Background: an optimization exercise with open tools, aiming at small area, a short achievable clock period and few clock cycles per item. Do not read the settings as production practice.
The RTL was checked by simulation tests, not by an equivalence proof against the original design.

## JK
Design zmt_tile_decoder, start of the top module:
module zmt_tile_decoder (
    input  wire        clk,
    input  wire        rst,
    input  wire        pal_we,
    input  wire [3:0]  pal_idx,
    input  wire [31:0] pal_data,
    input  wire        in_valid,
    output reg         in_ready,
    input  wire [7:0]  in_byte,
    input  wire [1:0]  in_mode,
    output reg         out_valid,
    input  wire        out_ready,
    output reg  [31:0] out_pixel,
    output reg         out_last
);
For scale: about 4,700 flip-flops, ~86 I/O pins, about 170,000 sq um of cells after synthesis.
Settings: LEC_CHECK=0, CAP_MARGIN=20, CORE_MARGIN=2, CORE_UTILIZATION=55, PLACE_DENSITY=0.65, SLEW_MARGIN=20, SYNTH_MEMORY_MAX_BITS=8192; clock period 20.0 ns.
standard.sh (not shown) runs the stock make flow with config.mk's settings and CLKGATE_MAP_FILE= SYNTH_SCRIPT=/design/flow/synth_recipe.tcl, a recipe that flattens the netlist after the stock synthesis.
==> flow/flow/run.sh <==
#!/bin/bash
# The standard layout, with two changes to how it is made:
#  - timing repair is asked to leave a setup margin, so that the period the
#    layout achieves is optimised, not only the 20 ns constraint;
#  - the port buffers that the standard flow inserts are buf_4 cells.
set -euo pipefail
export SETUP_SLACK_MARGIN=14
export BUFFER_PORTS_ARGS="-inputs -outputs -buffer_cell sky130_fd_sc_hd__buf_4"
bash standard.sh > standard.log 2>&1
Testbench counts of JK, summed over its fixed seeds: cycles 69,312, tiles 64.
Relative to JK, the following input files were edited for MS:
Settings: putting CTS_CLUSTER_DIAMETER at 100 where nothing was set; putting CTS_CLUSTER_SIZE at 25 where nothing was set.
[summary]
In MS the wire length on met1 turned out about 1% lower than in JK. Slack of the critical path across MS and JK: no real change. Taking JK as the reference, in MS hold slack climbed 8.8 ps; number of CTS-inserted buffers dropped 219. The final count of negative-setup-slack endpoints on MS is in line with that on JK. Compared with JK, MS instantiates a smaller number of standard cells.

========
zmt_tile_decoder, a different RTL version from the one above (not shown whole).
For scale: about 8,000 cells after synthesis, roughly 4,700 flip-flops, about 86 I/O pins, ~0.17 mm^2 of cells after synthesis.
clock: 20.0 ns
lec_check: 0
cap_margin: 20
core_margin: 2
core_utilization: 40
place_density: 0.6
slew_margin: 20
synth_memory_max_bits: 8192
==> flow/flow/run.sh <==
#!/bin/bash
# The standard layout, with timing repair asked to leave a setup margin so
# that the achieved period, not only the 20 ns constraint, is optimised.
set -euo pipefail
export SETUP_SLACK_MARGIN=14
bash standard.sh > standard.log 2>&1
The starting point completed with no timing, DRC or antenna violations.
Testbench counts at the start, summed over its fixed seeds: cycles 69,312, tiles 64.
Edit:
==> flow/run.sh (new file) <==
#!/bin/bash
# synth_recipe.tcl (not shown) runs the flow's synth.tcl, then flattens the netlist and writes it again
# the make line also repeats each setting of config.mk as NAME=value (left out here)
make -C /OpenROAD-flow-scripts/flow DESIGN_CONFIG=/design/flow/config.mk WORK_HOME=/design/flow/orfs CLKGATE_MAP_FILE= SYNTH_SCRIPT=/design/flow/synth_recipe.tcl finish
removed: flow/flow/run.sh
removed: flow/standard.sh
=> The changed run passed the timing, design-rule and antenna checks. Cell area stays flat. Setup slack is worse by 1.0 ns. Area after synthesis does not change. Routed wire length goes up by 3.0%. Flip-flop and latch count does not change. Clock skew grows by 0.022 ns. Die area does not change.

========
job 6855:
zmt_tile_decoder, a different RTL version from the one above (not shown whole).
For scale: ~4600 flip-flops, ~86 I/O pins, roughly 0.17 mm^2 of cells after synthesis.
clock: 20.0 ns
lec_check: 0
cap_margin: 20
core_margin: 2
core_utilization: 65
cts_cluster_diameter: 100
cts_cluster_size: 25
place_density: 0.72
slew_margin: 20
synth_memory_max_bits: 8192
==> flow/flow/run.sh <==
#!/bin/bash
# The standard layout, with two changes to how it is made:
#  - timing repair is asked to leave a setup margin, so that the period the
#    layout achieves is optimised, not only the 20 ns constraint;
#  - the port buffers that the standard flow inserts are buf_4 cells.
set -euo pipefail
export SETUP_SLACK_MARGIN=14
export BUFFER_PORTS_ARGS="-inputs -outputs -buffer_cell sky130_fd_sc_hd__buf_4"
bash standard.sh > standard.log 2>&1
Job 6855 went all the way through the flow, and no timing, DRC or antenna check failed.
Testbench counts of job 6855, summed over its fixed seeds: cycles 69,312, tiles 64.
diff inputs: job 6855 => job 4111
--- a/flow/flow/run.sh
+++ b/flow/flow/run.sh
@@ -6,3 +6,3 @@
 set -euo pipefail
-export SETUP_SLACK_MARGIN=14
+export SETUP_SLACK_MARGIN=14.5
 export BUFFER_PORTS_ARGS="-inputs -outputs -buffer_cell sky130_fd_sc_hd__buf_4"
==> notes.md <==
- Diff job 6855..job 4111 | number of port buffers | unchanged
- In terms of share of cell area taken by multi-input logic gates, job 6855 and job 4111 differ only marginally.
- Number of fill cells across job 6855 and job 4111: no real change.

========
zmt_tile_decoder, a different RTL version from the one above (not shown whole).
For scale: ~7,700 cells after synthesis, roughly 4,600 flip-flops, roughly 86 I/O pins, ~0.17 mm2 of cells after synthesis.
export LEC_CHECK = 0
export CAP_MARGIN = 20
export CORE_MARGIN = 2
export CORE_UTILIZATION = 65
export CTS_CLUSTER_DIAMETER = 100
export CTS_CLUSTER_SIZE = 25
export GPL_TIMING_DRIVEN = 0
export SLEW_MARGIN = 20
export SYNTH_MEMORY_MAX_BITS = 8192
create_clock -name core_clock -period 20.0 [get_ports {clk}]
==> flow/flow/run.sh <==
#!/bin/bash
# The standard layout, with these changes to how it is made:
#  - timing repair is asked to leave a setup margin, so that the period the
#    layout achieves is optimised, not only the 20 ns constraint;
#  - the port buffers that the standard flow inserts are buf_4 cells;
#  - if the routed layout still has an antenna violation, the layout is made
#    again from scratch at another placement density (at most three tries).
# Each try's output goes to standard_<density>.log; the ORFS logs of the
# last try are under orfs/logs.
set -uo pipefail
export SETUP_SLACK_MARGIN=14.5
export BUFFER_PORTS_ARGS="-inputs -outputs -buffer_cell sky130_fd_sc_hd__buf_4"
ant=orfs/reports/${FLOW_PLATFORM}/zmt_tile_decoder/base/drt_antennas.log
for d in 0.69 0.72 0.75; do
  rm -rf orfs out/final.def
  export PLACE_DENSITY=$d
  if bash standard.sh > standard_$d.log 2>&1 && [[ -f out/final.def ]]; then
    if ! grep -q '^Net:' "$ant" 2>/dev/null; then
      exit 0
    fi
    echo "density $d: antenna violations left, trying again" >> tries.log
  else
    echo "density $d: flow failed, trying again" >> tries.log
  fi
done
[[ -f out/final.def ]]
Testbench counts at the start, summed over its fixed seeds: cycles 69,312, tiles 64.
==> next run, changes <==
--- a/flow/flow/run.sh
+++ b/flow/flow/run.sh
@@ -12,5 +12,5 @@
 export BUFFER_PORTS_ARGS="-inputs -outputs -buffer_cell sky130_fd_sc_hd__buf_4"
 ant=orfs/reports/${FLOW_PLATFORM}/zmt_tile_decoder/base/drt_antennas.log
-for d in 0.69 0.72 0.75; do
+for d in 0.72 0.69 0.75; do
   rm -rf orfs out/final.def
   export PLACE_DENSITY=$d
- GPL_TIMING_DRIVEN: 0 -> unset
Outcome:
- The changed run went through all stages and came out clean
- routed wire length goes down by roughly a tenth
- maximum frequency went down by a few percent
- synthesized area does not change
- design area went down slightly

afterwards: timing with drivers on the ports:
In the flow no input, the clock included, has a driving cell. The finished layouts below were timed again as built, in two steps.
Step 1 (the two cells are an assumption about what drives the block):
set clk [get_ports {clk}]
set_driving_cell -lib_cell sky130_fd_sc_hd__clkbuf_16 $clk
set_driving_cell -lib_cell sky130_fd_sc_hd__buf_2 [delete_from_list [all_inputs] $clk]
Step 2 times the ports against the registers' clock, not the clock port: input delays grow and output delays shrink by t, the midpoint of the rising clock arrivals with the driver on.
Three values: ideal ports, drivers, drivers and shift; two values: the first two.
| run | t, ns | setup WS [ns] | worst hold slack (ns) | clock arrival spread, ns | worst slew at a driven data input, ns |
|---|---|---|---|---|---|
| JK | 1.006 | 14.514 / 14.415 / 14.220 | 0.355 / 0.355 / 0.355 | 0.096 / 0.095 | 0.04 |
| MS | 0.969 | 14.514 / 14.415 / 14.258 | 0.364 / 0.364 / 0.364 | 0.084 / 0.084 | 0.04 |
| the first run of note 2 | 1.047 | 14.182 / 14.072 / 13.772 | 0.366 / 0.366 / 0.366 | 0.096 / 0.096 | 0.04 |
| the second run of note 2 | 1.042 | 13.160 / 13.160 / 13.160 | 0.370 / 0.370 / 0.370 | 0.101 / 0.101 | 0.04 |
| job 6855 | 0.995 | 14.489 / 14.396 / 14.126 | 0.383 / 0.383 / 0.383 | 0.106 / 0.107 | 0.09 |
| job 4111 | 0.995 | 14.509 / 14.416 / 14.133 | 0.385 / 0.385 / 0.385 | 0.104 / 0.104 | 0.09 |
| the first run of note 4 | 0.983 | 14.580 / 14.480 / 13.762 | 0.397 / 0.397 / 0.397 | 0.090 / 0.090 | 0.19 |
| the second run of note 4 | 0.958 | 14.468 / 14.376 / 14.184 | 0.392 / 0.392 / 0.392 | 0.068 / 0.068 | 0.20 |
After both steps every run listed still meets setup and hold. For the first run of note 4, which loses most, drivers alone change the setup slack by -0.100 ns; drivers and shift together by -0.818 ns.
